Source: an optimization exercise on an open RTL-to-GDS flow (aim: small area, a short achievable clock period and few clock cycles per item). Production flows keep margins and buffers that such runs may drop.
Where RTL was checked, it was by simulation tests only, not by an equivalence proof against the original.
For run 2, only the layout was checked, not whether the RTL still works.

## flow/design.v (module list and top-level ports; edited modules follow where they fit)
// module pfx_add: 28 lines
// module pfx_gt: 18 lines
// module lzc27: 32 lines
// module fp_norm_round: 31 lines
// module lzc27s: 9 lines
// module fp_sum_round: 22 lines
// module cpa48_hi: 35 lines
// module fp_mul_round: 37 lines
// module mul24_tree: 1587 lines
// module booth24_enc: 17 lines
// module fa: 4 lines
// module shr27s: 16 lines
// module shr27k: 10 lines
// module sub_cla: 30 lines
// module fp_padd_front: 42 lines
// module fp_pair_front: 30 lines
// module fft_butterfly: 423 lines
module fft_butterfly (
    input  wire        clk,
    input  wire        rst,
    input  wire        in_valid,
    output wire        in_ready,
    input  wire [31:0] ur,
    input  wire [31:0] ui,
    input  wire [31:0] vr,
    input  wire [31:0] vi,
    input  wire [31:0] wr,
    input  wire [31:0] wi,
    output reg         out_valid,
    output reg  [31:0] our,
    output reg  [31:0] oui,
    output reg  [31:0] ovr,
    output reg  [31:0] ovi
);
  // ...
==> flow/flow/run.sh <==
#!/bin/bash
# The standard layout, with every port buffered by a buf_4 instead of the
# flow's default port buffer (a delay cell).  The make run's full output goes
# to flow_make.log in the folder this runs in.
set -euo pipefail
export BUFFER_PORTS_ARGS="-buffer_cell sky130_fd_sc_hd__buf_4"
bash standard.sh > flow_make.log 2>&1
==> flow/standard.sh <==
#!/bin/bash
# synth_recipe.tcl (not shown) runs the flow's synth.tcl, then flattens the netlist and writes it again
# the make line also repeats each setting of config.mk as NAME=value (left out here)
make -C /OpenROAD-flow-scripts/flow DESIGN_CONFIG=/design/flow/config.mk WORK_HOME=/design/flow/orfs CLKGATE_MAP_FILE= SYNTH_SCRIPT=/design/flow/synth_recipe.tcl "${@:-finish}"
==> flow/config.mk <==
export PLATFORM = sky130hd
export DESIGN_NAME = fft_butterfly
export DESIGN_NICKNAME = fft_butterfly
export VERILOG_FILES = /design/flow/design.v
export SDC_FILE = /design/flow/constraint.sdc
export NUM_CORES = 8
export LEC_CHECK = 0
export CAP_MARGIN = 20
export CORE_MARGIN = 2
export CORE_UTILIZATION = 65
export PLACE_DENSITY = 0.72
export SETUP_SLACK_MARGIN = 0.5
export SLEW_MARGIN = 20
==> flow/constraint.sdc <==
create_clock -name core_clock -period 20.0 [get_ports {clk}]
set_input_delay 4.0000 -clock core_clock [delete_from_list [all_inputs] [get_ports {clk}]]
set_output_delay 4.0000 -clock core_clock [all_outputs]
set_load 0.01 [all_outputs]
==> notes.md, run 1 <==
- Clock-cell share of area: 0.0430
- Commonest cells in the netlist: dfxtp_1 (1743), inv_1 (1565), nand2_1 (1446), a22oi_1 (1153), clkbuf_1 (1143)
- Final hold slack: 0.298 ns
- Met1 Use GR: 0.514
- Num CTS Buffers: 208
- I/O pins: 325
- Cell count after synthesis: 18396
- Setup CP Type: flip-flop to output pin
- Fmax: 182 MHz
- Post-layout instance area: 0.175 mm²
- GPL Wtd Cong: 0.974
- Slew @ Worst Pin: 1.17 ns
- Routed length on met1: 200000 µm
- Per-cell routed wire length: 24.3 µm
- Post-synthesis mux area share: 0.0558
- Worst hold endpoint: sp_ui[20]$_DFF_P_
- Fin crit period: 5.49 ns
- Status: complete, no violations
- Commonest non-fill, non-tap cell in the layout: dfxtp_1
- Clock Skew: 0.0907 ns
- Final Hold Fails: 0
- Register area: 0.0442 mm²
- Clkbuf count: 278
- Crit share post-route: 0.275
- Required time worst endpoint: 16.00 ns
- Placed cell area: 0.167 mm²
- Later-pin clock latency in the skew report: 0.91 ns
- RSZ-0062 raised after global routing: false
- Yosys reg bits: 2047
- Crit path launch type: flip-flop
- First-pass GRT wire length: 799000 µm
- Final ANT Viol Nets: 0
- Cell Area, Synth: 0.163 mm²
- Die Width: 506 µm
- CP endpoint: ovr[29]
Testbench counts, summed over its fixed seeds: cycles 32,080, items 32,000.
==> module pfx_add, before the edit <==
module pfx_add #(parameter W = 8, parameter L = 3) (
    input  wire [W-1:0] a,
    input  wire [W-1:0] b,
    input  wire         ci,
    output wire [W-1:0] s,
    output wire         co
);
    wire [W-1:0] p0 = a ^ b;
    wire [W*(L+1)-1:0] g, p;
    assign g[W-1:0] = {a[W-1:1] & b[W-1:1], (a[0] & b[0]) | (p0[0] & ci)};
    assign p[W-1:0] = p0;
    genvar l, i;
    generate for (l = 0; l < L; l = l + 1) begin : lv
        for (i = 0; i < W; i = i + 1) begin : bt
            if (((i >> l) & 1) == 1) begin : comb
                localparam integer J = ((i >> l) << l) - 1;
                assign g[W*(l+1)+i] = g[W*l+i] | (p[W*l+i] & g[W*l+J]);
                assign p[W*(l+1)+i] = p[W*l+i] & p[W*l+J];
            end else begin : pass
                assign g[W*(l+1)+i] = g[W*l+i];
                assign p[W*(l+1)+i] = p[W*l+i];
            end
        end
    end endgenerate
    wire [W-1:0] gg = g[W*L +: W];
    assign s  = p0 ^ {gg[W-2:0], ci};
    assign co = gg[W-1];
endmodule
==> module pfx_gt, before the edit <==
module pfx_gt #(parameter W = 8, parameter L = 3) (
    input  wire [W-1:0] a,
    input  wire [W-1:0] b,
    output wire         gt
);
    localparam N = 1 << L;
    wire [N-1:0] g0 = {{(N-W){1'b0}}, a & ~b};
    wire [N-1:0] e0 = {{(N-W){1'b1}}, ~(a ^ b)};
    wire [2*N-2:0] g, e;      
    assign g[2*N-2:N-1] = g0;
    assign e[2*N-2:N-1] = e0;
    genvar i;
    generate for (i = 0; i < N - 1; i = i + 1) begin : nd
        assign g[i] = g[2*i+2] | (e[2*i+2] & g[2*i+1]);
        assign e[i] = e[2*i+2] & e[2*i+1];
    end endgenerate
    assign gt = g[0];
endmodule
==> module fp_norm_round, before the edit <==
module fp_norm_round (
    input  wire [27:0] s,
    input  wire [4:0]  sh,
    input  wire        zero,
    input  wire [7:0]  f,
    input  wire        sign,
    input  wire        zsign,
    output wire [31:0] y
);
    wire        ovf1 = s[27];
    wire        sh1  = sh == 5'd1;
    wire        near = ~ovf1 & (sh[4:1] != 4'd0);
    wire [26:0] t    = s[26:0] << sh;
    wire [7:0]  fsh  = f - {3'b000, sh};
    wire [30:0] rn   = {fsh & {8{t[26]}}, t[25:3]};
    wire [23:0] mant = ovf1 ? s[27:4] : sh1 ? s[25:2] : s[26:3];
    wire        g    = ovf1 ? s[3] : sh1 ? s[1] : s[2];
    wire        st   = ovf1 ? (|s[2:0]) : sh1 ? s[0] : (|s[1:0]);
    wire [7:0]  fp1  = f + 8'd1;
    wire [7:0]  fm1  = f - 8'd1;
    wire [7:0]  ef   = ovf1 ? fp1 : sh1 ? (fm1 & {8{s[25]}}) : (f & {8{s[26]}});
    wire        rnd  = g & (st | mant[0]);
    wire [23:0] minc = {1'b0, mant[22:0]} + 24'd1;
    wire [7:0]  efi  = ef + 8'd1;
    wire [30:0] rf   = ~rnd     ? {ef, mant[22:0]} :
                       minc[23] ? {efi, 23'd0} : {ef, minc[22:0]};
    wire big  = ovf1 & (f == 8'd254);
    assign y = zero ? {zsign, 31'd0} :
               big  ? {sign, 8'hFF, 23'd0} :
               near ? {sign, rn} : {sign, rf};
endmodule
==> module fp_mul_round, before the edit <==
module fp_mul_round (
    input  wire [25:0] n,
    input  wire [9:0]  eab,
    input  wire        st,
    output wire [8:0]  e9,
    output wire        h,
    output wire [22:0] f,
    output wire        ovf
);
    wire [23:0] v  = n[25:2];
    wire [24:0] vi = {1'b0, v} + 25'd1;
    wire        b1 = n[1];
    wire        b0 = n[0];
    wire        p47 = n[25];
    wire        rnd1 = b1 & (b0 | st | v[0]);
    wire [22:0] f1 = ~rnd1 ? v[22:0] : vi[24] ? 23'd0 : vi[22:0];
    wire        c1 = rnd1 & vi[24];
    wire        rnd0 = b0 & (st | b1);
    wire [24:0] m0 = ~rnd0 ? {1'b0, v[22:0], b1} :
                     b1    ? {vi[23:0], 1'b0} : {1'b0, v[22:0], 1'b1};
    wire        c0 = m0[24];
    assign h = p47 | m0[24] | m0[23];
    wire [22:0] fn = p47 ? f1 : c0 ? 23'd0 : m0[22:0];
    wire        in1 = p47 ? ~c1 : c0;     
    wire        in2 = p47 & c1;           
    wire        zero = ~p47 & ~(|m0);
    wire [9:0]  e0 = eab + 10'd64;
    wire [9:0]  e1 = eab + 10'd65;
    wire [9:0]  e2 = eab + 10'd66;
    wire [9:0]  ee = in2 ? e2 : in1 ? e1 : e0;
    assign f  = fn;
    assign e9 = zero ? 9'd0 : ee[8:0];
    wire o0 = ~eab[9] & (eab >= 10'd255);
    wire o1 = ~eab[9] & (eab >= 10'd254);
    wire o2 = ~eab[9] & (eab >= 10'd253);
    assign ovf = ~zero & (in2 ? o2 : in1 ? o1 : o0);
endmodule
==> module fp_padd_front, before the edit <==
module fp_padd_front (
    input  wire        a_s, input wire [8:0] a_e, input wire a_h, input wire [22:0] a_f,
    input  wire        a_i, input wire       a_n,
    input  wire        b_s, input wire [8:0] b_e, input wire b_h, input wire [22:0] b_f,
    input  wire        b_i, input wire       b_n,
    input  wire        sub,
    output wire [26:0] mx_al,
    output wire [26:0] mz_al,
    output wire        eff_sub,
    output wire [7:0]  fr,
    output wire        sign,
    output wire        zsign,
    output wire        nan,
    output wire        inf,
    output wire        inf_s
);
    wire bs = b_s ^ sub;
    wire gt;                             
    pfx_gt #(.W(33), .L(6)) u_cmp (.a({b_e, b_h, b_f}), .b({a_e, a_h, a_f}), .gt(gt));
    wire [8:0] dab, dba;
    wire       ge, geb;                  
    sub_cla #(.W(9)) u_dab (.a(a_e), .b(b_e), .d(dab), .ge(ge));
    sub_cla #(.W(9)) u_dba (.a(b_e), .b(a_e), .d(dba), .ge(geb));
    wire [26:0] ma = {a_h, a_f, 3'b000};
    wire [26:0] mb = {b_h, b_f, 3'b000};
    wire [26:0] mxe = ge ? ma : mb;
    wire [26:0] mze = ge ? mb : ma;
    wire [26:0] mze_al;
    shr27k u_sh (.x(mze), .sh(ge ? dab[4:0] : dba[4:0]),
                 .kill(ge ? (dab[8:5] != 4'd0) : (dba[8:5] != 4'd0)), .y(mze_al));
    wire        swb = ge & gt;
    assign mx_al = swb ? mze_al : mxe;
    assign mz_al = swb ? mxe : mze_al;
    wire [8:0] exm = (ge ? a_e : b_e) - 9'd64;
    assign fr      = exm[7:0];
    assign sign    = gt ? bs : a_s;
    assign eff_sub = a_s ^ bs;
    assign zsign   = a_s & bs;
    assign nan     = a_n | b_n | (a_i & b_i & (a_s != bs));
    assign inf     = a_i | b_i;
    assign inf_s   = a_i ? a_s : bs;
endmodule
==> module fp_pair_front, before the edit <==
module fp_pair_front (
    input  wire [31:0] u,
    input  wire        u_nz,             
    input  wire [31:0] t,
    input  wire        t_nz,
    output wire [26:0] mx,
    output wire [26:0] mz_al,
    output wire [7:0]  fr,
    output wire        x_is_u
);
    wire gt;                             
    pfx_gt #(.W(31), .L(5)) u_cmp (.a(t[30:0]), .b(u[30:0]), .gt(gt));
    wire [7:0] eu = {u[30:24], u[23] | ~u_nz};
    wire [7:0] et = {t[30:24], t[23] | ~t_nz};
    wire [7:0] dut, dtu;
    wire       ge, get;                  
    sub_cla #(.W(8)) u_dut (.a(eu), .b(et), .d(dut), .ge(ge));
    sub_cla #(.W(8)) u_dtu (.a(et), .b(eu), .d(dtu), .ge(get));
    wire [26:0] mu = {u_nz, u[22:0], 3'b000};
    wire [26:0] mt = {t_nz, t[22:0], 3'b000};
    wire [26:0] mu_sh, mt_sh;
    shr27k u_su (.x(mu), .sh(dtu[4:0]), .kill(dtu[7:5] != 3'd0), .y(mu_sh));
    shr27k u_st (.x(mt), .sh(dut[4:0]), .kill(dut[7:5] != 3'd0), .y(mt_sh));
    wire [26:0] mu_al = ge  ? mu : mu_sh;
    wire [26:0] mt_al = get ? mt : mt_sh;
    assign mx     = gt ? mt_al : mu_al;
    assign mz_al  = gt ? mu_al : mt_al;
    assign fr     = ge ? eu : et;
    assign x_is_u = ~gt;
endmodule
==> run 2, diff against run 1 <==
--- a/flow/design.v
+++ b/flow/design.v
@@ -1,15 +1,16 @@
-module pfx_add #(parameter W = 8, parameter L = 3) (
+module pfx_add #(parameter W = 8) (
     input  wire [W-1:0] a,
     input  wire [W-1:0] b,
     input  wire         ci,
     output wire [W-1:0] s,
     output wire         co
 );
+    localparam L = $clog2(W);
     wire [W-1:0] p0 = a ^ b;
     wire [W*(L+1)-1:0] g, p;
     assign g[W-1:0] = {a[W-1:1] & b[W-1:1], (a[0] & b[0]) | (p0[0] & ci)};
     assign p[W-1:0] = p0;
     genvar l, i;
     generate for (l = 0; l < L; l = l + 1) begin : lv
         for (i = 0; i < W; i = i + 1) begin : bt
             if (((i >> l) & 1) == 1) begin : comb
@@ -21,21 +22,22 @@
                 assign p[W*(l+1)+i] = p[W*l+i];
             end
         end
     end endgenerate
     wire [W-1:0] gg = g[W*L +: W];
     assign s  = p0 ^ {gg[W-2:0], ci};
     assign co = gg[W-1];
 endmodule
-module pfx_gt #(parameter W = 8, parameter L = 3) (
+module pfx_gt #(parameter W = 8) (
     input  wire [W-1:0] a,
     input  wire [W-1:0] b,
     output wire         gt
 );
+    localparam L = $clog2(W);
     localparam N = 1 << L;
     wire [N-1:0] g0 = {{(N-W){1'b0}}, a & ~b};
     wire [N-1:0] e0 = {{(N-W){1'b1}}, ~(a ^ b)};
     wire [2*N-2:0] g, e;      
     assign g[2*N-2:N-1] = g0;
     assign e[2*N-2:N-1] = e0;
     genvar i;
     generate for (i = 0; i < N - 1; i = i + 1) begin : nd
@@ -73,53 +75,43 @@
     generate for (i = 0; i < 2; i = i + 1) begin : l4
         assign z4[i] = z3[2*i+1] & z3[2*i];
         assign c4[4*i+3 -: 4] = z3[2*i+1] ? {1'b1, c3[6*i+2 -: 3]} : {1'b0, c3[6*i+5 -: 3]};
     end endgenerate
     assign lz = z4[1] ? {1'b1, c4[3:0]} : {1'b0, c4[7:4]};
 endmodule
 module fp_norm_round (
     input  wire [27:0] s,
-    input  wire [4:0]  sh,
-    input  wire        zero,
+    input  wire [4:0]  lz,
     input  wire [7:0]  f,
     input  wire        sign,
     input  wire        zsign,
     output wire [31:0] y
 );
-    wire        ovf1 = s[27];
-    wire        sh1  = sh == 5'd1;
-    wire        near = ~ovf1 & (sh[4:1] != 4'd0);
+    wire [7:0]  fm1  = f - 8'd1;
+    wire        capd = {3'b000, lz} > fm1;
+    wire [4:0]  sh   = capd ? fm1[4:0] : lz;      
     wire [26:0] t    = s[26:0] << sh;
     wire [7:0]  fsh  = f - {3'b000, sh};
-    wire [30:0] rn   = {fsh & {8{t[26]}}, t[25:3]};
-    wire [23:0] mant = ovf1 ? s[27:4] : sh1 ? s[25:2] : s[26:3];
-    wire        g    = ovf1 ? s[3] : sh1 ? s[1] : s[2];
-    wire        st   = ovf1 ? (|s[2:0]) : sh1 ? s[0] : (|s[1:0]);
     wire [7:0]  fp1  = f + 8'd1;
-    wire [7:0]  fm1  = f - 8'd1;
-    wire [7:0]  ef   = ovf1 ? fp1 : sh1 ? (fm1 & {8{s[25]}}) : (f & {8{s[26]}});
+    wire        ovf1 = s[27];
+    wire [23:0] mant = ovf1 ? s[27:4] : t[26:3];
+    wire        g    = ovf1 ? s[3] : t[2];
+    wire        st   = ovf1 ? (|s[2:0]) : (|t[1:0]);
+    wire [7:0]  ef   = ovf1 ? fp1 : (fsh & {8{t[26]}});
     wire        rnd  = g & (st | mant[0]);
     wire [23:0] minc = {1'b0, mant[22:0]} + 24'd1;
     wire [7:0]  efi  = ef + 8'd1;
-    wire [30:0] rf   = ~rnd     ? {ef, mant[22:0]} :
+    wire [30:0] r    = ~rnd     ? {ef, mant[22:0]} :
                        minc[23] ? {efi, 23'd0} : {ef, minc[22:0]};
     wire big  = ovf1 & (f == 8'd254);
+    wire zero = ~ovf1 & (lz == 5'd27) & ~s[26];
     assign y = zero ? {zsign, 31'd0} :
                big  ? {sign, 8'hFF, 23'd0} :
-               near ? {sign, rn} : {sign, rf};
-endmodule
-module lzc27s (
-    input  wire [26:0] x,
-    input  wire [7:0]  f,
-    output wire [4:0]  sh
-);
-    wire [31:0] one = 32'd1 << (8'd27 - f);
-    wire [26:0] stop = (f > 8'd27 || f == 8'd0) ? 27'd0 : one[26:0];
-    lzc27 u_lzc (.x(x | stop), .lz(sh));
+                      {sign, r};
 endmodule
 module fp_sum_round (
     input  wire [27:0] s,
     input  wire [7:0]  f,
     input  wire        sign,
     output wire [31:0] y
 );
     wire        ovf1 = s[27];
@@ -133,87 +125,60 @@
     wire [30:0] r    = ~rnd     ? {ef, mant[22:0]} :
                        minc[23] ? {efi, 23'd0} : {ef, minc[22:0]};
     wire big  = ovf1 & (f == 8'd254);
     wire zero = ~ovf1 & (s[26:0] == 27'd0);
     assign y = zero ? {sign, 31'd0} :
                big  ? {sign, 8'hFF, 23'd0} :
                       {sign, r};
 endmodule
-module cpa48_hi (
-    input  wire [35:0] a,
-    input  wire [35:0] b,
-    input  wire        c12,
-    output wire [25:0] n
-);
-    wire c22;
-    pfx_gt #(.W(11), .L(4)) u_lo (.a({a[9:0], c12}), .b({~b[9:0], 1'b0}), .gt(c22));
-    localparam W = 26;
-    localparam L = 5;
-    wire [W-1:0] ah = a[35:10];
-    wire [W-1:0] bh = b[35:10];
-    wire [W-1:0] p0 = ah ^ bh;
-    wire [W*(L+1)-1:0] g, p;
-    assign g[W-1:0] = ah & bh;
-    assign p[W-1:0] = p0;
-    genvar l, i;
-    generate for (l = 0; l < L; l = l + 1) begin : lv
-        for (i = 0; i < W; i = i + 1) begin : bt
-            if (((i >> l) & 1) == 1) begin : comb
-                localparam integer J = ((i >> l) << l) - 1;
-                assign g[W*(l+1)+i] = g[W*l+i] | (p[W*l+i] & g[W*l+J]);
-                assign p[W*(l+1)+i] = p[W*l+i] & p[W*l+J];
-            end else begin : pass
-                assign g[W*(l+1)+i] = g[W*l+i];
-                assign p[W*(l+1)+i] = p[W*l+i];
-            end
-        end
-    end endgenerate
-    wire [W-1:0] gg = g[W*L +: W];
-    wire [W-1:0] pp = p[W*L +: W];
-    wire [W-1:0] s0 = p0 ^ {gg[W-2:0], 1'b0};
-    wire [W-1:0] s1 = p0 ^ {gg[W-2:0] | pp[W-2:0], 1'b1};
-    assign n = c22 ? s1 : s0;
-endmodule
 module fp_mul_round (
-    input  wire [25:0] n,
+    input  wire [47:0] ra,
+    input  wire [47:0] rb,
     input  wire [9:0]  eab,
-    input  wire        st,
+    input  wire        uf,           
+    input  wire [4:0]  lsb,          
+    input  wire        st22,
     output wire [8:0]  e9,
-    output wire        h,
     output wire [22:0] f,
+    output wire        zero,
     output wire        ovf
 );
-    wire [23:0] v  = n[25:2];
-    wire [24:0] vi = {1'b0, v} + 25'd1;
-    wire        b1 = n[1];
-    wire        b0 = n[0];
-    wire        p47 = n[25];
-    wire        rnd1 = b1 & (b0 | st | v[0]);
-    wire [22:0] f1 = ~rnd1 ? v[22:0] : vi[24] ? 23'd0 : vi[22:0];
-    wire        c1 = rnd1 & vi[24];
-    wire        rnd0 = b0 & (st | b1);
-    wire [24:0] m0 = ~rnd0 ? {1'b0, v[22:0], b1} :
-                     b1    ? {vi[23:0], 1'b0} : {1'b0, v[22:0], 1'b1};
-    wire        c0 = m0[24];
-    assign h = p47 | m0[24] | m0[23];
-    wire [22:0] fn = p47 ? f1 : c0 ? 23'd0 : m0[22:0];
-    wire        in1 = p47 ? ~c1 : c0;     
-    wire        in2 = p47 & c1;           
-    wire        zero = ~p47 & ~(|m0);
-    wire [9:0]  e0 = eab + 10'd64;
-    wire [9:0]  e1 = eab + 10'd65;
-    wire [9:0]  e2 = eab + 10'd66;
-    wire [9:0]  ee = in2 ? e2 : in1 ? e1 : e0;
-    assign f  = fn;
-    assign e9 = zero ? 9'd0 : ee[8:0];
+    wire [47:0] p;
+    wire        pco;
+    pfx_add #(.W(48)) u_cpa (.a(ra), .b(rb), .ci(1'b0), .s(p), .co(pco));
+    wire [25:0] n = p[47:22];
+    wire [26:0] thu = ~({27{1'b1}} << lsb);      
+    wire [26:0] oh  = thu ^ {1'b0, thu[26:1]};   
+    wire [26:0] ohl = thu ^ {thu[25:0], 1'b1};   
+    wire [25:0] m   = uf ? thu[25:0] : {24'd0, n[25], 1'b1};
+    wire g_n  = n[25] ? n[1] : n[0];
+    wire l_n  = n[25] ? n[2] : n[1];
+    wire s_n  = n[25] & n[0];
+    wire g_u  = |(n & oh[25:0]);
+    wire l_u  = |(n & ohl[25:0]);
+    wire s_u  = |(n & thu[26:1]);
+    wire g    = uf ? g_u : g_n;
+    wire l    = uf ? l_u : l_n;
+    wire st   = st22 | (uf ? s_u : s_n);
+    wire rnd  = g & (l | st);
+    wire [25:0] nm = n | m;
+    wire [26:0] ni = {1'b0, nm} + 27'd1;
+    wire [26:0] r  = (rnd ? ni : {1'b0, nm}) & ~{1'b0, m};
+    wire [9:0] e0 = eab + 10'd64;
+    wire [9:0] e1 = eab + 10'd65;
+    wire [9:0] e2 = eab + 10'd66;
+    wire [9:0] ee = r[26] ? e2 : r[25] ? e1 : e0;
+    assign f    = r[26] ? 23'd0 : r[25] ? r[24:2] : r[23:1];
+    assign zero = ~(r[26] | r[25] | r[24]);
+    assign e9   = zero ? 9'd0 : ee[8:0];
     wire o0 = ~eab[9] & (eab >= 10'd255);
     wire o1 = ~eab[9] & (eab >= 10'd254);
     wire o2 = ~eab[9] & (eab >= 10'd253);
-    assign ovf = ~zero & (in2 ? o2 : in1 ? o1 : o0);
+    assign ovf  = r[26] ? o2 : r[25] ? o1 : o0;
 endmodule
 module mul24_tree (
     input  wire [23:0] x,
     input  wire [12:0] one,
     input  wire [12:0] two,
     input  wire [12:0] neg,
     output wire [47:0] ra,
     output wire [47:0] rb
@@ -1813,142 +1778,93 @@
         assign two[j] = (b2 & ~b1 & ~b0) | (~b2 & b1 & b0);
         assign neg[j] = b2 & ~(b1 & b0);
     end endgenerate
 endmodule
 module fa (input wire a, input wire b, input wire ci, output wire s, output wire co);
     assign s  = a ^ b ^ ci;
     assign co = (a & b) | (ci & (a ^ b));
 endmodule
-module shr27s (
-    input  wire [26:0] x,
-    input  wire [4:0]  sh,
-    output wire [26:0] y
-);
-    wire [26:0] xs = x >> sh;
-    wire [26:0] xr;
-    genvar i;
-    generate for (i = 0; i < 27; i = i + 1) begin : rv
-        assign xr[i] = x[26-i];
-    end endgenerate
-    wire [4:0] tz;
-    lzc27 u_tz (.x(xr), .lz(tz));
-    wire       st = (tz != 5'd27) & (sh > tz);
-    assign y = {xs[26:1], xs[0] | st};
-endmodule
-module shr27k (
-    input  wire [26:0] x,
-    input  wire [4:0]  sh,
-    input  wire        kill,
-    output wire [26:0] y
-);
-    wire [26:0] xs;
-    shr27s u_sh (.x(x), .sh(sh), .y(xs));
-    assign y = kill ? {26'd0, |x} : xs;
-endmodule
-module sub_cla #(parameter W = 8) (
-    input  wire [W-1:0] a,
-    input  wire [W-1:0] b,
-    output wire [W-1:0] d,
-    output wire         ge
-);
-    wire [W-1:0] g = a & ~b;             
-    wire [W-1:0] t = a | ~b;             
-    reg  [W:0]   c;
-    reg          term;
-    integer i, j, k;
-    always @* begin
-        c[0] = 1'b1;
-        for (i = 1; i <= W; i = i + 1) begin
-            c[i] = 1'b0;
-            for (j = i - 1; j >= 0; j = j - 1) begin
-                term = g[j];
-                for (k = j + 1; k < i; k = k + 1)
-                    term = term & t[k];
-                c[i] = c[i] | term;
-            end
-            term = 1'b1;
-            for (k = 0; k < i; k = k + 1)
-                term = term & t[k];
-            c[i] = c[i] | term;
-        end
-    end
-    assign d  = a ^ ~b ^ c[W-1:0];
-    assign ge = c[W];
-endmodule
 module fp_padd_front (
-    input  wire        a_s, input wire [8:0] a_e, input wire a_h, input wire [22:0] a_f,
+    input  wire        a_s, input wire [8:0] a_e, input wire [22:0] a_f,
     input  wire        a_i, input wire       a_n,
-    input  wire        b_s, input wire [8:0] b_e, input wire b_h, input wire [22:0] b_f,
+    input  wire        b_s, input wire [8:0] b_e, input wire [22:0] b_f,
     input  wire        b_i, input wire       b_n,
     input  wire        sub,
     output wire [26:0] mx_al,
     output wire [26:0] mz_al,
     output wire        eff_sub,
     output wire [7:0]  fr,
     output wire        sign,
     output wire        zsign,
     output wire        nan,
     output wire        inf,
     output wire        inf_s
 );
     wire bs = b_s ^ sub;
-    wire gt;                             
-    pfx_gt #(.W(33), .L(6)) u_cmp (.a({b_e, b_h, b_f}), .b({a_e, a_h, a_f}), .gt(gt));
-    wire [8:0] dab, dba;
-    wire       ge, geb;                  
-    sub_cla #(.W(9)) u_dab (.a(a_e), .b(b_e), .d(dab), .ge(ge));
-    sub_cla #(.W(9)) u_dba (.a(b_e), .b(a_e), .d(dba), .ge(geb));
-    wire [26:0] ma = {a_h, a_f, 3'b000};
-    wire [26:0] mb = {b_h, b_f, 3'b000};
-    wire [26:0] mxe = ge ? ma : mb;
-    wire [26:0] mze = ge ? mb : ma;
-    wire [26:0] mze_al;
-    shr27k u_sh (.x(mze), .sh(ge ? dab[4:0] : dba[4:0]),
-                 .kill(ge ? (dab[8:5] != 4'd0) : (dba[8:5] != 4'd0)), .y(mze_al));
-    wire        swb = ge & gt;
-    assign mx_al = swb ? mze_al : mxe;
-    assign mz_al = swb ? mxe : mze_al;
-    wire [8:0] exm = (ge ? a_e : b_e) - 9'd64;
-    assign fr      = exm[7:0];
+    wire gt;
+    pfx_gt #(.W(32)) u_cmp (.a({b_e, b_f}), .b({a_e, a_f}), .gt(gt));
+    wire [9:0] dab = {1'b0, a_e} - {1'b0, b_e};
+    wire [9:0] dba = {1'b0, b_e} - {1'b0, a_e};
+    wire [9:0] loa = 10'd65 - {1'b0, a_e};
+    wire [9:0] lob = 10'd65 - {1'b0, b_e};
+    wire a_lo = a_e < 9'd65;             
+    wire b_lo = b_e < 9'd65;
+    wire [4:0] s_dab = dab[9:5] != 0 ? 5'd31 : dab[4:0];
+    wire [4:0] s_dba = dba[9:5] != 0 ? 5'd31 : dba[4:0];
+    wire [4:0] s_loa = loa[9:5] != 0 ? 5'd31 : loa[4:0];
+    wire [4:0] s_lob = lob[9:5] != 0 ? 5'd31 : lob[4:0];
+    wire [4:0] shx = gt ? (b_lo ? s_lob : 5'd0) : (a_lo ? s_loa : 5'd0);
+    wire [4:0] shz = gt ? (b_lo ? s_loa : s_dba) : (a_lo ? s_lob : s_dab);
+    wire [26:0] ma = {a_e != 9'd0, a_f, 3'b000};
+    wire [26:0] mb = {b_e != 9'd0, b_f, 3'b000};
+    wire [26:0] mx = gt ? mb : ma;
+    wire [26:0] mz = gt ? ma : mb;
+    assign mx_al = mx >> shx;
+    wire [26:0] mz_sh = mz >> shz;
+    wire        mz_st = |(mz & ~({27{1'b1}} << shz));
+    assign mz_al = {mz_sh[26:1], mz_sh[0] | mz_st};
+    wire [8:0] ex = gt ? b_e : a_e;
+    wire       xlo = gt ? b_lo : a_lo;
+    wire [8:0] exm = ex - 9'd64;
+    assign fr      = xlo ? 8'd1 : exm[7:0];
     assign sign    = gt ? bs : a_s;
     assign eff_sub = a_s ^ bs;
     assign zsign   = a_s & bs;
     assign nan     = a_n | b_n | (a_i & b_i & (a_s != bs));
     assign inf     = a_i | b_i;
     assign inf_s   = a_i ? a_s : bs;
 endmodule
 module fp_pair_front (
     input  wire [31:0] u,
-    input  wire        u_nz,             
     input  wire [31:0] t,
-    input  wire        t_nz,
     output wire [26:0] mx,
     output wire [26:0] mz_al,
     output wire [7:0]  fr,
     output wire        x_is_u
 );
-    wire gt;                             
-    pfx_gt #(.W(31), .L(5)) u_cmp (.a(t[30:0]), .b(u[30:0]), .gt(gt));
+    wire gt;
+    pfx_gt #(.W(31)) u_cmp (.a(t[30:0]), .b(u[30:0]), .gt(gt));
+    wire       u_nz = u[30:23] != 8'h00;
+    wire       t_nz = t[30:23] != 8'h00;
     wire [7:0] eu = {u[30:24], u[23] | ~u_nz};
     wire [7:0] et = {t[30:24], t[23] | ~t_nz};
-    wire [7:0] dut, dtu;
-    wire       ge, get;                  
-    sub_cla #(.W(8)) u_dut (.a(eu), .b(et), .d(dut), .ge(ge));
-    sub_cla #(.W(8)) u_dtu (.a(et), .b(eu), .d(dtu), .ge(get));
+    wire [8:0] dut = {1'b0, eu} - {1'b0, et};
+    wire [8:0] dtu = {1'b0, et} - {1'b0, eu};
+    wire [4:0] s_ut = dut[8:5] != 0 ? 5'd31 : dut[4:0];
+    wire [4:0] s_tu = dtu[8:5] != 0 ? 5'd31 : dtu[4:0];
+    wire [4:0] d = gt ? s_tu : s_ut;
     wire [26:0] mu = {u_nz, u[22:0], 3'b000};
     wire [26:0] mt = {t_nz, t[22:0], 3'b000};
-    wire [26:0] mu_sh, mt_sh;
-    shr27k u_su (.x(mu), .sh(dtu[4:0]), .kill(dtu[7:5] != 3'd0), .y(mu_sh));
-    shr27k u_st (.x(mt), .sh(dut[4:0]), .kill(dut[7:5] != 3'd0), .y(mt_sh));
-    wire [26:0] mu_al = ge  ? mu : mu_sh;
-    wire [26:0] mt_al = get ? mt : mt_sh;
-    assign mx     = gt ? mt_al : mu_al;
-    assign mz_al  = gt ? mu_al : mt_al;
-    assign fr     = ge ? eu : et;
+    assign mx = gt ? mt : mu;
+    wire [26:0] mz = gt ? mu : mt;
+    wire [26:0] mz_sh = mz >> d;
+    wire        mz_st = |(mz & ~({27{1'b1}} << d));
+    assign mz_al  = {mz_sh[26:1], mz_sh[0] | mz_st};
+    assign fr     = gt ? et : eu;
     assign x_is_u = ~gt;
 endmodule
 module fft_butterfly (
     input  wire        clk,
     input  wire        rst,
     input  wire        in_valid,
     output wire        in_ready,
     input  wire [31:0] ur,
@@ -1961,236 +1877,167 @@
     output reg  [31:0] our,
     output reg  [31:0] oui,
     output reg  [31:0] ovr,
     output reg  [31:0] ovi
 );
     localparam [31:0] QNAN = 32'h7FC00000;
     integer k;
     genvar gi;
-    reg         rdy;                     
-    reg         slow;                    
+    reg         rdy;
     reg         s0_valid;
     reg  [31:0] s0_ur, s0_ui;
     reg  [3:0]  s0_s;
     reg  [35:0] s0_e;
     reg  [95:0] s0_m;
-    wire        front_idle;              
+    reg  [3:0]  s0_sub;
     assign in_ready = rdy;
     wire [127:0] op_in = {vi, vr, wi, wr};
-    wire [3:0]   small_in, sub_in, op_ez, op_shift;
-    reg  [3:0]   s0_sub;                 
-    reg  [3:0]   s0_zh;                  
+    wire [3:0]   sub_in, op_ez, op_done, op_shift;
     generate for (gi = 0; gi < 4; gi = gi + 1) begin : g_op
         wire [31:0] x = op_in[32*gi +: 32];
-        wire [23:0] m = s0_m[24*gi +: 24];
         assign op_ez[gi]    = x[30:23] == 8'h00;
-        assign small_in[gi] = ~x[30] & ~x[29] & (x[28:0] != 29'd0);
-        assign sub_in[gi]   = op_ez[gi] & (x[28:0] != 29'd0);
-        assign op_shift[gi] = s0_zh[gi] & s0_sub[gi];
+        assign sub_in[gi]   = op_ez[gi] & (x[22:0] != 23'd0);
+        assign op_done[gi]  = ~s0_sub[gi] | s0_m[24*gi+23] | s0_m[24*gi+22];
+        assign op_shift[gi] = ~s0_m[24*gi+23] & s0_sub[gi];
     end endgenerate
-    wire s0_ok = ~(|op_shift);
     always @(posedge clk) begin
         for (k = 0; k < 4; k = k + 1) begin
-            if (~slow) begin
+            if (rdy) begin
                 s0_s[k]          <= op_in[32*k+31];
-                s0_e[9*k +: 9]   <= {1'b0, op_in[32*k+24 +: 7], op_in[32*k+23] | op_ez[k]};
+                s0_e[9*k +: 9]   <= op_ez[k] ? 9'd1 : {1'b0, op_in[32*k+23 +: 8]};
                 s0_m[24*k +: 24] <= {~op_ez[k], op_in[32*k +: 23]};
-                s0_zh[k]         <= op_ez[k];
                 s0_sub[k]        <= sub_in[k];
             end else if (op_shift[k]) begin
-                s0_zh[k]         <= ~s0_m[24*k+22];
                 s0_e[9*k +: 9]   <= s0_e[9*k +: 9] - 9'd1;
                 s0_m[24*k +: 24] <= {s0_m[24*k +: 23], 1'b0};
             end
         end
         if (rst) begin
             rdy      <= 1'b1;
-            slow     <= 1'b0;
             s0_valid <= 1'b0;
-        end else if (~slow) begin
-            rdy      <= ~(|small_in);
-            slow     <= |small_in;
+        end else if (rdy) begin
+            rdy      <= ~(in_valid & (|sub_in));
             s0_valid <= in_valid;
         end else begin
-            rdy      <= front_idle;
-            slow     <= ~front_idle;
-            s0_valid <= s0_valid & ~s0_ok;
+            rdy      <= &op_done;
         end
-        if (~slow) begin
-            s0_ur   <= ur;
-            s0_ui   <= ui;
+        if (rdy) begin
+            s0_ur <= ur;
+            s0_ui <= ui;
         end
     end
     wire [3:0]  op_z, op_i, op_n;
-    wire [95:0] op_tz;
+    wire [19:0] op_tz;
     generate for (gi = 0; gi < 4; gi = gi + 1) begin : g_cls
         wire [23:0] m = s0_m[24*gi +: 24];
         wire is255 = s0_e[9*gi +: 9] == 9'd255;
-        assign op_z[gi] = s0_zh[gi];
+        assign op_z[gi] = ~m[23];
         assign op_i[gi] = is255 & (m[22:0] == 23'd0);
         assign op_n[gi] = is255 & (m[22:0] != 23'd0);
-        wire [23:0] z;
-        assign z[0] = 1'b1;
-        genvar j;
-        for (j = 1; j < 24; j = j + 1) begin : g_z
-            assign z[j] = ~(|m[j-1:0]);
+        reg [4:0] tz;
+        integer j;
+        always @* begin
+            tz = 5'd23;
+            for (j = 22; j >= 0; j = j - 1)
+                if (m[j]) tz = j[4:0];
         end
-        assign op_tz[24*gi +: 24] = z;
+        assign op_tz[5*gi +: 5] = tz;
     end endgenerate
-    reg  [25:0] s0_one, s0_two, s0_neg;
-    wire [25:0] n_one, n_two, n_neg;
-    generate for (gi = 0; gi < 2; gi = gi + 1) begin : g_enc
-        wire [23:0] m_next = ~slow        ? {~op_ez[gi], op_in[32*gi +: 23]} :
-                             op_shift[gi] ? {s0_m[24*gi +: 23], 1'b0} : s0_m[24*gi +: 24];
-        booth24_enc u_enc (.y(m_next), .one(n_one[13*gi +: 13]),
-                           .two(n_two[13*gi +: 13]), .neg(n_neg[13*gi +: 13]));
-    end endgenerate
-    always @(posedge clk) begin
-        s0_one <= n_one;
-        s0_two <= n_two;
-        s0_neg <= n_neg;
-    end
+    wire [12:0] one_r, two_r, neg_r, one_i, two_i, neg_i;
+    booth24_enc u_enc_r (.y(s0_m[23:0]),  .one(one_r), .two(two_r), .neg(neg_r));
+    booth24_enc u_enc_i (.y(s0_m[47:24]), .one(one_i), .two(two_i), .neg(neg_i));
     wire [191:0] a_ra, a_rb;
-    wire [3:0]   a_c12;
     wire [39:0]  a_eab;
-    wire [3:0]   a_st22, a_s, a_n, a_i, a_fz;
+    wire [19:0]  a_lsb;
+    wire [3:0]   a_uf, a_st22, a_s, a_n, a_i, a_z;
     generate for (gi = 0; gi < 4; gi = gi + 1) begin : g_pa
         localparam integer WI = (gi == 0 || gi == 2) ? 0 : 1;
         localparam integer VI = (gi == 0 || gi == 3) ? 2 : 3;
         wire [8:0] ew = s0_e[9*WI +: 9];
         wire [8:0] ev = s0_e[9*VI +: 9];
         mul24_tree u_tree (
             .x(s0_m[24*VI +: 24]),
-            .one(s0_one[13*WI +: 13]),
-            .two(s0_two[13*WI +: 13]),
-            .neg(s0_neg[13*WI +: 13]),
+            .one(WI == 0 ? one_r : one_i),
+            .two(WI == 0 ? two_r : two_i),
+            .neg(WI == 0 ? neg_r : neg_i),
             .ra(a_ra[48*gi +: 48]), .rb(a_rb[48*gi +: 48]));
-        pfx_gt #(.W(12), .L(4)) u_c12 (.a(a_ra[48*gi +: 12]), .b(~a_rb[48*gi +: 12]), .gt(a_c12[gi]));
         wire [9:0] eab = {ew[8], ew} + {ev[8], ev} - 10'd127;
-        wire [23:0] zw = op_tz[24*WI +: 24];
-        wire [23:0] zv = op_tz[24*VI +: 24];
-        wire [22:0] zz;
-        genvar j2;
-        for (j2 = 0; j2 <= 22; j2 = j2 + 1) begin : g_zz
-            assign zz[j2] = zw[j2] & zv[22-j2];
-        end
+        wire [9:0] l2  = 10'd2 - eab;
+        wire [5:0] tzs = {1'b0, op_tz[5*WI +: 5]} + {1'b0, op_tz[5*VI +: 5]};
         wire nan  = op_n[WI] | op_n[VI] | (op_i[WI] & op_z[VI]) | (op_z[WI] & op_i[VI]);
         wire inf  = (op_i[WI] | op_i[VI]) & ~nan;
         assign a_eab[10*gi +: 10] = eab;
-        assign a_st22[gi] = ~(|zz);
+        assign a_uf[gi]   = eab[9] | (eab == 10'd0);
+        assign a_lsb[5*gi +: 5] = (l2[9:5] != 0 || l2[4:0] > 5'd27) ? 5'd27 : l2[4:0];
+        assign a_st22[gi] = tzs < 6'd22;
         assign a_s[gi]    = s0_s[WI] ^ s0_s[VI];
-        assign a_fz[gi]   = op_z[WI] | op_z[VI] | op_i[WI] | op_i[VI] | op_n[WI] | op_n[VI] |
-                            ($signed(eab) < -10'sd25);
         assign a_n[gi]    = nan;
         assign a_i[gi]    = inf;
+        assign a_z[gi]    = (op_z[WI] | op_z[VI]) & ~nan & ~inf;
     end endgenerate
     reg          s1_valid;
-    reg  [143:0] s1_ra, s1_rb;
-    reg  [3:0]   s1_c12;
+    reg  [191:0] s1_ra, s1_rb;
     reg  [39:0]  s1_eab;
-    reg  [3:0]   s1_st22, s1_s, s1_n, s1_i, s1_fz;
+    reg  [19:0]  s1_lsb;
+    reg  [3:0]   s1_uf, s1_st22, s1_s, s1_n, s1_i, s1_z;
     reg  [31:0]  s1_ur, s1_ui;
     always @(posedge clk) begin
-        s1_valid <= ~rst & s0_valid & s0_ok;
-        s1_c12   <= a_c12;
-        for (k = 0; k < 4; k = k + 1) begin
-            s1_ra[36*k +: 36] <= a_ra[48*k+12 +: 36];
-            s1_rb[36*k +: 36] <= a_rb[48*k+12 +: 36];
-        end
+        s1_valid <= ~rst & s0_valid & rdy;
+        s1_ra    <= a_ra;
+        s1_rb    <= a_rb;
         s1_eab   <= a_eab;
+        s1_lsb   <= a_lsb;
+        s1_uf    <= a_uf;
         s1_st22  <= a_st22;
         s1_s     <= a_s;
-        s1_fz    <= a_fz;
         s1_n     <= a_n;
         s1_i     <= a_i;
+        s1_z     <= a_z;
         s1_ur    <= s0_ur;
         s1_ui    <= s0_ui;
     end
-    wire [103:0] p_n;
-    generate for (gi = 0; gi < 4; gi = gi + 1) begin : g_pp
-        cpa48_hi u_cpa (.a(s1_ra[36*gi +: 36]), .b(s1_rb[36*gi +: 36]), .c12(s1_c12[gi]),
-                        .n(p_n[26*gi +: 26]));
-    end endgenerate
-    reg          sp_valid;
-    reg  [103:0] sp_n;
-    reg  [39:0]  sp_eab;
-    reg  [3:0]   sp_st, sp_s, sp_n_, sp_i;
-    reg  [31:0]  sp_ur, sp_ui;
-    reg          sp_hold;
-    wire [3:0]   sp_need, sp_more, ld_need;
-    wire [39:0]  ld_eab;
-    wire [103:0] ld_n;
-    generate for (gi = 0; gi < 4; gi = gi + 1) begin : g_sn
-        wire [9:0] e  = sp_eab[10*gi +: 10];
-        wire [9:0] el = s1_eab[10*gi +: 10];
-        assign sp_need[gi] = e[9] | (e == 10'd0);
-        assign sp_more[gi] = e[9];                     
-        assign ld_eab[10*gi +: 10] = s1_fz[gi] ? 10'd1 : el;
-        assign ld_need[gi] = ~s1_fz[gi] & (el[9] | (el == 10'd0));
-        assign ld_n[26*gi +: 26] = s1_fz[gi] ? 26'd0 : p_n[26*gi +: 26];
-    end endgenerate
-    assign front_idle = ~s0_valid & ~s1_valid & ~sp_hold;
-    always @(posedge clk) begin
-        sp_valid <= ~rst & (s1_valid | sp_hold);
-        sp_hold  <= ~rst & (sp_hold ? (|sp_more) : (s1_valid & (|ld_need)));
-        if (sp_hold) begin
-            for (k = 0; k < 4; k = k + 1)
-                if (sp_need[k]) begin
-                    sp_n[26*k +: 26]  <= {1'b0, sp_n[26*k+1 +: 25]};
-                    sp_st[k]          <= sp_st[k] | sp_n[26*k];
-                    sp_eab[10*k +: 10] <= sp_eab[10*k +: 10] + 10'd1;
-                end
-        end else begin
-            sp_n    <= ld_n;
-            sp_eab  <= ld_eab;
-            sp_st   <= s1_st22;
-        end
-        sp_s    <= s1_s;
-        sp_n_   <= s1_n;
-        sp_i    <= s1_i;
-        sp_ur   <= s1_ur;
-        sp_ui   <= s1_ui;
-    end
     wire [35:0] b_e;
     wire [91:0] b_f;
-    wire [3:0]  b_h, b_i;
+    wire [3:0]  b_i;
     generate for (gi = 0; gi < 4; gi = gi + 1) begin : g_pb
-        wire ovf;
+        wire zr, ovf;
         fp_mul_round u_rnd (
-            .n(sp_n[26*gi +: 26]), .eab(sp_eab[10*gi +: 10]), .st(sp_st[gi]),
-            .e9(b_e[9*gi +: 9]), .h(b_h[gi]), .f(b_f[23*gi +: 23]), .ovf(ovf));
-        assign b_i[gi] = sp_i[gi] | (~sp_n_[gi] & ovf);
+            .ra(s1_ra[48*gi +: 48]), .rb(s1_rb[48*gi +: 48]), .eab(s1_eab[10*gi +: 10]),
+            .uf(s1_uf[gi]), .lsb(s1_lsb[5*gi +: 5]), .st22(s1_st22[gi]),
+            .e9(b_e[9*gi +: 9]), .f(b_f[23*gi +: 23]), .zero(zr), .ovf(ovf));
+        assign b_i[gi] = s1_i[gi] | (~s1_n[gi] & ~s1_z[gi] & ovf);
     end endgenerate
     reg         s2_valid;
-    reg  [3:0]  s2_s, s2_h, s2_i, s2_n;
+    reg  [3:0]  s2_s, s2_i, s2_n;
     reg  [35:0] s2_e;
     reg  [91:0] s2_f;
     reg  [31:0] s2_ur, s2_ui;
     always @(posedge clk) begin
-        s2_valid <= ~rst & sp_valid & ~sp_hold;
-        s2_s     <= sp_s;
-        s2_e     <= b_e;
-        s2_h     <= b_h;
-        s2_f     <= b_f;
-        s2_n     <= sp_n_;
+        s2_valid <= ~rst & s1_valid;
+        s2_s     <= s1_s;
+        for (k = 0; k < 4; k = k + 1) begin
+            s2_e[9*k +: 9]   <= s1_z[k] ? 9'd0 : b_e[9*k +: 9];
+            s2_f[23*k +: 23] <= s1_z[k] ? 23'd0 : b_f[23*k +: 23];
+        end
+        s2_n     <= s1_n;
         s2_i     <= b_i;
-        s2_ur    <= sp_ur;
-        s2_ui    <= sp_ui;
+        s2_ur    <= s1_ur;
+        s2_ui    <= s1_ui;
     end
     wire [53:0] c_mx, c_mz;
     wire [15:0] c_fr;
     wire [1:0]  c_es, c_sign, c_zsign, c_nan, c_inf, c_infs;
     generate for (gi = 0; gi < 2; gi = gi + 1) begin : g_pc
         localparam integer A = (gi == 0) ? 0 : 2;
         localparam integer B = (gi == 0) ? 1 : 3;
         fp_padd_front u_add (
-            .a_s(s2_s[A]), .a_e(s2_e[9*A +: 9]), .a_h(s2_h[A]), .a_f(s2_f[23*A +: 23]),
+            .a_s(s2_s[A]), .a_e(s2_e[9*A +: 9]), .a_f(s2_f[23*A +: 23]),
             .a_i(s2_i[A]), .a_n(s2_n[A]),
-            .b_s(s2_s[B]), .b_e(s2_e[9*B +: 9]), .b_h(s2_h[B]), .b_f(s2_f[23*B +: 23]),
+            .b_s(s2_s[B]), .b_e(s2_e[9*B +: 9]), .b_f(s2_f[23*B +: 23]),
             .b_i(s2_i[B]), .b_n(s2_n[B]),
             .sub(gi == 0 ? 1'b1 : 1'b0),
             .mx_al(c_mx[27*gi +: 27]), .mz_al(c_mz[27*gi +: 27]), .eff_sub(c_es[gi]),
             .fr(c_fr[8*gi +: 8]), .sign(c_sign[gi]),
             .zsign(c_zsign[gi]), .nan(c_nan[gi]), .inf(c_inf[gi]), .inf_s(c_infs[gi]));
     end endgenerate
     reg         s3_valid;
     reg  [53:0] s3_mx, s3_mz;
@@ -2208,75 +2055,67 @@
         s3_nan   <= c_nan;
         s3_inf   <= c_inf;
         s3_infs  <= c_infs;
         s3_ur    <= s2_ur;
         s3_ui    <= s2_ui;
     end
     wire [55:0] c2_sum;
     wire [9:0]  c2_lz;
-    wire [1:0]  c2_zero;
     generate for (gi = 0; gi < 2; gi = gi + 1) begin : g_pc2
         wire [26:0] b = s3_mz[27*gi +: 27] ^ {27{s3_es[gi]}};
         wire        co;
         wire [26:0] sm;
-        pfx_add #(.W(27), .L(5)) u_add (.a(s3_mx[27*gi +: 27]), .b(b), .ci(s3_es[gi]), .s(sm), .co(co));
+        pfx_add #(.W(27)) u_add (.a(s3_mx[27*gi +: 27]), .b(b), .ci(s3_es[gi]), .s(sm), .co(co));
         assign c2_sum[28*gi +: 28] = {co & ~s3_es[gi], sm};
-        assign c2_zero[gi] = ~(co & ~s3_es[gi]) & (sm == 27'd0);
-        lzc27s u_lzc (.x(sm), .f(s3_fr[8*gi +: 8]), .sh(c2_lz[5*gi +: 5]));
+        lzc27 u_lzc (.x(sm), .lz(c2_lz[5*gi +: 5]));
     end endgenerate
     reg         s4_valid;
     reg  [55:0] s4_sum;
     reg  [9:0]  s4_lz;
-    reg  [1:0]  s4_zero;
     reg  [15:0] s4_fr;
     reg  [1:0]  s4_sign, s4_zsign, s4_nan, s4_inf, s4_infs;
     reg  [31:0] s4_ur, s4_ui;
     always @(posedge clk) begin
         s4_valid <= ~rst & s3_valid;
         s4_sum   <= c2_sum;
         s4_lz    <= c2_lz;
-        s4_zero  <= c2_zero;
         s4_fr    <= s3_fr;
         s4_sign  <= s3_sign;
         s4_zsign <= s3_zsign;
         s4_nan   <= s3_nan;
         s4_inf   <= s3_inf;
         s4_infs  <= s3_infs;
         s4_ur    <= s3_ur;
         s4_ui    <= s3_ui;
     end
     wire [63:0] d_t;
     generate for (gi = 0; gi < 2; gi = gi + 1) begin : g_pd
         wire [31:0] y;
-        fp_norm_round u_rnd (.s(s4_sum[28*gi +: 28]), .sh(s4_lz[5*gi +: 5]), .zero(s4_zero[gi]),
-                             .f(s4_fr[8*gi +: 8]),
+        fp_norm_round u_rnd (.s(s4_sum[28*gi +: 28]), .lz(s4_lz[5*gi +: 5]), .f(s4_fr[8*gi +: 8]),
                              .sign(s4_sign[gi]), .zsign(s4_zsign[gi]), .y(y));
         assign d_t[32*gi +: 32] = s4_nan[gi] ? QNAN :
                                   s4_inf[gi] ? {s4_infs[gi], 8'hFF, 23'd0} : y;
     end endgenerate
     reg         s5_valid;
     reg  [63:0] s5_t;
     reg  [31:0] s5_ur, s5_ui;
-    reg  [1:0]  s5_tnz, s5_unz;
     always @(posedge clk) begin
         s5_valid <= ~rst & s4_valid;
         s5_t     <= d_t;
-        s5_tnz   <= {d_t[62:55] != 8'h00, d_t[30:23] != 8'h00};
-        s5_unz   <= {s4_ui[30:23] != 8'h00, s4_ur[30:23] != 8'h00};
         s5_ur    <= s4_ur;
         s5_ui    <= s4_ui;
     end
     wire [53:0] e_mx, e_mz;
     wire [15:0] e_fr;
     wire [1:0]  e_xu, e_su, e_st, e_an, e_ai, e_ais, e_dn, e_di, e_dis;
     generate for (gi = 0; gi < 2; gi = gi + 1) begin : g_pe
         wire [31:0] u = (gi == 0) ? s5_ur : s5_ui;
         wire [31:0] t = s5_t[32*gi +: 32];
-        fp_pair_front u_front (.u(u), .u_nz(s5_unz[gi]), .t(t), .t_nz(s5_tnz[gi]), .mx(e_mx[27*gi +: 27]), .mz_al(e_mz[27*gi +: 27]),
+        fp_pair_front u_front (.u(u), .t(t), .mx(e_mx[27*gi +: 27]), .mz_al(e_mz[27*gi +: 27]),
                                .fr(e_fr[8*gi +: 8]), .x_is_u(e_xu[gi]));
         wire u255 = u[30:23] == 8'hFF;
         wire t255 = t[30:23] == 8'hFF;
         wire nu = u255 & (u[22:0] != 23'd0);
         wire nt = t255 & (t[22:0] != 23'd0);
         wire iu = u255 & (u[22:0] == 23'd0);
         wire it = t255 & (t[22:0] == 23'd0);
         assign e_su[gi]  = u[31];
@@ -2305,60 +2144,55 @@
         s6_ais   <= e_ais;
         s6_dn    <= e_dn;
         s6_di    <= e_di;
         s6_dis   <= e_dis;
     end
     wire [55:0] e2_sum;
     wire [53:0] e2_dif;
     wire [9:0]  e2_lz;
-    wire [1:0]  e2_zero;
     generate for (gi = 0; gi < 2; gi = gi + 1) begin : g_pe2
         wire [26:0] mx = s6_mx[27*gi +: 27];
         wire [26:0] mz = s6_mz[27*gi +: 27];
         wire [26:0] sm, df;
         wire        cs, cd;
-        pfx_add #(.W(27), .L(5)) u_sum (.a(mx), .b(mz),  .ci(1'b0), .s(sm), .co(cs));
-        pfx_add #(.W(27), .L(5)) u_dif (.a(mx), .b(~mz), .ci(1'b1), .s(df), .co(cd));
+        pfx_add #(.W(27)) u_sum (.a(mx), .b(mz),  .ci(1'b0), .s(sm), .co(cs));
+        pfx_add #(.W(27)) u_dif (.a(mx), .b(~mz), .ci(1'b1), .s(df), .co(cd));
         assign e2_sum[28*gi +: 28] = {cs, sm};
         assign e2_dif[27*gi +: 27] = df;
-        assign e2_zero[gi] = df == 27'd0;
-        lzc27s u_lzc (.x(df), .f(s6_fr[8*gi +: 8]), .sh(e2_lz[5*gi +: 5]));
+        lzc27 u_lzc (.x(df), .lz(e2_lz[5*gi +: 5]));
     end endgenerate
     reg         s7_valid;
     reg  [55:0] s7_sum;
     reg  [53:0] s7_dif;
     reg  [9:0]  s7_lz;
-    reg  [1:0]  s7_zero;
     reg  [15:0] s7_fr;
     reg  [1:0]  s7_xu, s7_su, s7_st, s7_an, s7_ai, s7_ais, s7_dn, s7_di, s7_dis;
     always @(posedge clk) begin
         s7_valid <= ~rst & s6_valid;
         s7_sum   <= e2_sum;
         s7_dif   <= e2_dif;
         s7_lz    <= e2_lz;
-        s7_zero  <= e2_zero;
         s7_fr    <= s6_fr;
         s7_xu    <= s6_xu;
         s7_su    <= s6_su;
         s7_st    <= s6_st;
         s7_an    <= s6_an;
         s7_ai    <= s6_ai;
         s7_ais   <= s6_ais;
         s7_dn    <= s6_dn;
         s7_di    <= s6_di;
         s7_dis   <= s6_dis;
     end
     wire [63:0] f_add, f_sub;
     generate for (gi = 0; gi < 2; gi = gi + 1) begin : g_pf
         wire [31:0] ys, yd;
         wire        su = s7_su[gi];
         fp_sum_round  u_ps (.s(s7_sum[28*gi +: 28]), .f(s7_fr[8*gi +: 8]), .sign(su), .y(ys));
-        fp_norm_round u_pd (.s({1'b0, s7_dif[27*gi +: 27]}), .sh(s7_lz[5*gi +: 5]), .zero(s7_zero[gi]),
-                            .f(s7_fr[8*gi +: 8]),
+        fp_norm_round u_pd (.s({1'b0, s7_dif[27*gi +: 27]}), .lz(s7_lz[5*gi +: 5]), .f(s7_fr[8*gi +: 8]),
                             .sign(s7_xu[gi] ? su : ~su), .zsign(1'b0), .y(yd));
         wire eq = su == s7_st[gi];
         wire [31:0] ya = eq ? ys : yd;      
         wire [31:0] yb = eq ? yd : ys;      
         assign f_add[32*gi +: 32] = s7_an[gi] ? QNAN : s7_ai[gi] ? {s7_ais[gi], 8'hFF, 23'd0} : ya;
         assign f_sub[32*gi +: 32] = s7_dn[gi] ? QNAN : s7_di[gi] ? {s7_dis[gi], 8'hFF, 23'd0} : yb;
     end endgenerate
     always @(posedge clk) begin
==> flow/run.sh (new file) <==
#!/bin/bash
# synth_recipe.tcl (not shown) runs the flow's synth.tcl, then flattens the netlist and writes it again
# the make line also repeats each setting of config.mk as NAME=value (left out here)
make -C /OpenROAD-flow-scripts/flow DESIGN_CONFIG=/design/flow/config.mk WORK_HOME=/design/flow/orfs CLKGATE_MAP_FILE= SYNTH_SCRIPT=/design/flow/synth_recipe.tcl finish
==> flow/config.mk (replaced) <==
export PLATFORM = sky130hd
export DESIGN_NAME = fft_butterfly
export DESIGN_NICKNAME = fft_butterfly
export VERILOG_FILES = /design/flow/design.v
export SDC_FILE = /design/flow/constraint.sdc
export NUM_CORES = 8
export LEC_CHECK = 0
export CAP_MARGIN = 20
export CORE_MARGIN = 2
export CORE_UTILIZATION = 40
export SETUP_SLACK_MARGIN = 0.5
export SLEW_MARGIN = 20
removed: flow/flow/run.sh
removed: flow/standard.sh
==> run 2 against run 1 <==
  * Synthesized cell count fell by 2.2%
  * Worst setup slack got worse by 3.1 ns
  * Critical path depth grew 25
  * Synthesized area shrank 4.4%
  * Sequential share of layout area fell by 2.6 points
  * Count of clock-buffer cells in the layout is 16 lower
  * Global-route usage down 12 points
  * Die area increased by 55%
  * Highest routed layer unchanged
==> notes.md, run 2 <==
- Status: complete, no violations
- Setup CP Type: flip-flop to flip-flop
- Num CTS Buffers: 209 (+0.48%)
- Hold Startpoint: s3_inf[0]$_DFF_P_
- Setup Viol. Count Final: 0
- Syn Area/Cell: 8.69 µm²
- H-Tree Depth: 4
- Register area share after synthesis: 0.249
- Die ar.: 0.396 mm²
- I/O pins: 325 (unchanged)
- Synth area leader: dfxtp_1
- Max reg flops: 190
- Reg2reg path depth: 26
- Required time worst endpoint: 20.83 ns (+4.83 ns)
- Asr flop ratio synth: 0
- Per-cell routed wire length: 24.5 µm (+0.99%)
- CTS tree: built
- Starting Density: 0.402
- Area contributors post-synth: dfxtp_1 (21%), fa_1 (14%), ha_1 (6.5%)
- Slew headroom: 0.190
- Crit path launch type: flip-flop
- Core area: 0.389 mm²
- Unique masters post-synth: 127
- Number of remaining DRC errors: 0
- Routed vias/inst: 5.83
- Clock Root Buffer: clkbuf_16
- Layout area overhead: 9.96%
- YS warnings: 1
- WHS Path Cells: 0
- Clock Pin Slew Worst Setup and Hold Paths: 0.06 ns
- Pre-antenna DRT Iters: 9
- Routed Wire Length: 564000 µm
- Chip height: 629 µm
- Vias in the first global route: 130395
- Fin cells: 22983
- Largest net degree at the start of global routing: 90
- Slew @ Worst Pin: 1.20 ns (+0.0332 ns)
- Worst hold endpoint: s4_inf[0]$_DFF_P_
- Clock Skew: 0.147 ns (+0.0560 ns)
- HPWL Detailed: 405000 µm
- Gr usage total: 0.276
- CTS max path bufs: 4
- TNS Setup: 0 ns
- EDFF count, synth: 204
- Final Hold Fails: 0 (unchanged)
- Yosys reg bits: 1840 (-10%)
- Post CTS Setup Buffer Count: 0
- Peak per-stage delay on the critical path: 0.58 ns
- R2R Path Start: s1_rb[103]$_DFF_P_
- Final ANT Viol Nets: 0 (unchanged)
- GR Overflow Total: 0
- Arrival @ worst endpoint: 9.41 ns
- Fmax: 116 MHz (-36%)
- Top flop regs: s1_ra: 190 flops, s1_rb: 188 flops, s0_m: 96 flops
- First-pass GRT wire length: 843000 µm (+5.5%)
- Max stage delay cell, worst path: a2111oi_2
- Reg2reg end: s2_f[58]$_SDFF_PP0_
- Placed Cells: 22554
- # port buffers: 324
- Initial antenna violation count: 32
- Predominant post-synthesis flop cell: dfxtp_1
- # resized after CTS: 0
- Final Net Count: 19663
- Post-CTS Hold Buffers: 0
- Most numerous cell in the Yosys netlist: dfxtp_1
- CP endpoint kind: flip-flop
- Later-pin clock latency in the skew report: 0.99 ns (+0.08 ns)
- RSZ-0062 raised after global routing: false
- Clock sink total: 1840
- Fin crit period: 8.59 ns (+3.09 ns)
- Crit share post-route: 0.429 (+0.155)
- Initial drt markers: 13205
- Slew Limit Fails: 0
- Cell count after synthesis: 17989 (-2.2%)
- Cell Area, Synth: 0.156 mm² (-4.4%)
- Row cnt: 229
- Syn Nets: 20082
- Vias: 133913
- Max Cap Violations: 0
- Min-Delay Path Class: flip-flop to flip-flop
- Commonest non-fill, non-tap cell in the layout: dfxtp_1
- Biggest register: s1_ra
- Largest fanout on the critical path: 19
- R2R Setup Slk: 11.41 ns
- Yosys top cell area share: 0.210
- Commonest cells in the netlist: dfxtp_1 (1636), inv_1 (1446), nand2_1 (1442), nor2_1 (1304), fa_1 (1092)
- GPL Wtd Cong: 0.984 (+1.1%)
- Commonest non-fill, non-tap cells in the layout: dfxtp_1 (1633), inv_1 (1446), nand2_1 (1440), nor2_1 (1302), fa_1 (1092)
- Die Width: 629 µm (+24%)
- Share of cells above drive strength 1: 0.0712
run 2: layout make-up:
type | count | area [µm²]
multi-input cells | 13413 | 108000
well taps | 5197 | 6500
diodes | 37 | 92.6
flip-flops and latches | 1840 | 38900
clock buffers | 262 | 5760
repair buffers | 631 | 5560
fillers | 38186 | 217000
inverters | 1475 | 5540
clock inverters | 128 | 1810
run 2: worst max-delay path: cells and delay by family (launching register included):
family                   cells  cell delay [ns]
AND/OR/NAND/NOR              9             2.57
XOR/XNOR                     1             0.51
buffers and inverters        1             0.10
AO/OA/AOI/OAI               13             4.31
flip-flops                   1             0.30
adder cells (fa/ha/maj)      2             0.70
run 2: worst max path at each step:
stage / endpoint / slack, ns / cells past startpoint / startpoint
floorplan: s2_e[22]$_SDFF_PP0_ / 13.54 / 27 / s1_rb[108]$_DFF_P_
global placement: s2_f[58]$_SDFF_PP0_ / 11.37 / 26 / s1_rb[103]$_DFF_P_
detailed placement: s2_f[55]$_SDFF_PP0_ / 11.33 / 26 / s1_ra[103]$_DFF_P_
CTS: s2_f[58]$_SDFF_PP0_ / 11.33 / 26 / s1_ra[103]$_DFF_P_
global route: s2_f[55]$_SDFF_PP0_ / 10.55 / 26 / s1_ra[103]$_DFF_P_
finish: s2_f[58]$_SDFF_PP0_ / 11.41 / 26 / s1_rb[103]$_DFF_P_
run 2: per-stage QoR:
stage,worst slack (ns),utilization,cell area [µm²],hold slack (ns)
2_1_floorplan,13.54,-,156000,0.310
3_3_place_gp,11.37,0.422,164000,0.310
3_5_place_dp,11.33,0.422,164000,0.312
4_1_cts,11.33,0.441,172000,0.279
5_1_grt,10.55,0.442,172000,0.249
6_report,11.41,0.442,172000,0.267
run 2: kinds of logic (layout without fill, tap and decap cells):
family	count (synthesis)	after routing	synth area share
xor gates and xnor gates	1760	1760	0.0986
muxes	800	800	0.0570
AOI/OAI and AO/OA	4188	4188	0.179
DFF	1840	1840	0.249
adders and majority gates	1908	1908	0.205
buffers and inverters	2736	2496	0.0666
and+or+nand+nor	4757	4757	0.145
other	0	37	0
run 2: routing by layer:
metal	global-route usage	part of all wire	up-vias
li1	-	-	61276
met1	0.348	0.40	64806
met2	0.429	0.44	6389
met3	0.0585	0.087	1416
met4	0.177	0.073	26
met5	0	0.00041	-

-- re-timing with driven ports --
In the flow no input, the clock included, has a driving cell. The finished layouts below were timed again as built, in two steps. Step 1 sets driving cells, clkbuf_16 on the clock port and buf_2 on the other inputs (assumed; they add their load-dependent delay and slew). Step 2 also shifts input and output timing later by t, the mid clock arrival at the registers, as if the neighbouring blocks saw the same clock. Three values: ideal ports, drivers, drivers and shift; two values: the first two.
run	t (ns)	slack for setup (ns)	hold WS [ns]	worst setup path at the end
run 1	0.987	14.507 / 14.391 / 14.009	0.298 / 0.298 / 0.298	input to register
run 2	1.034	11.414 / 11.414 / 11.414	0.267 / 0.267 / 0.267	register to register
After both steps every run listed still meets setup and hold. The setup slack of run 1, which loses most, moves by -0.116 ns with the drivers and by -0.498 ns with both steps.
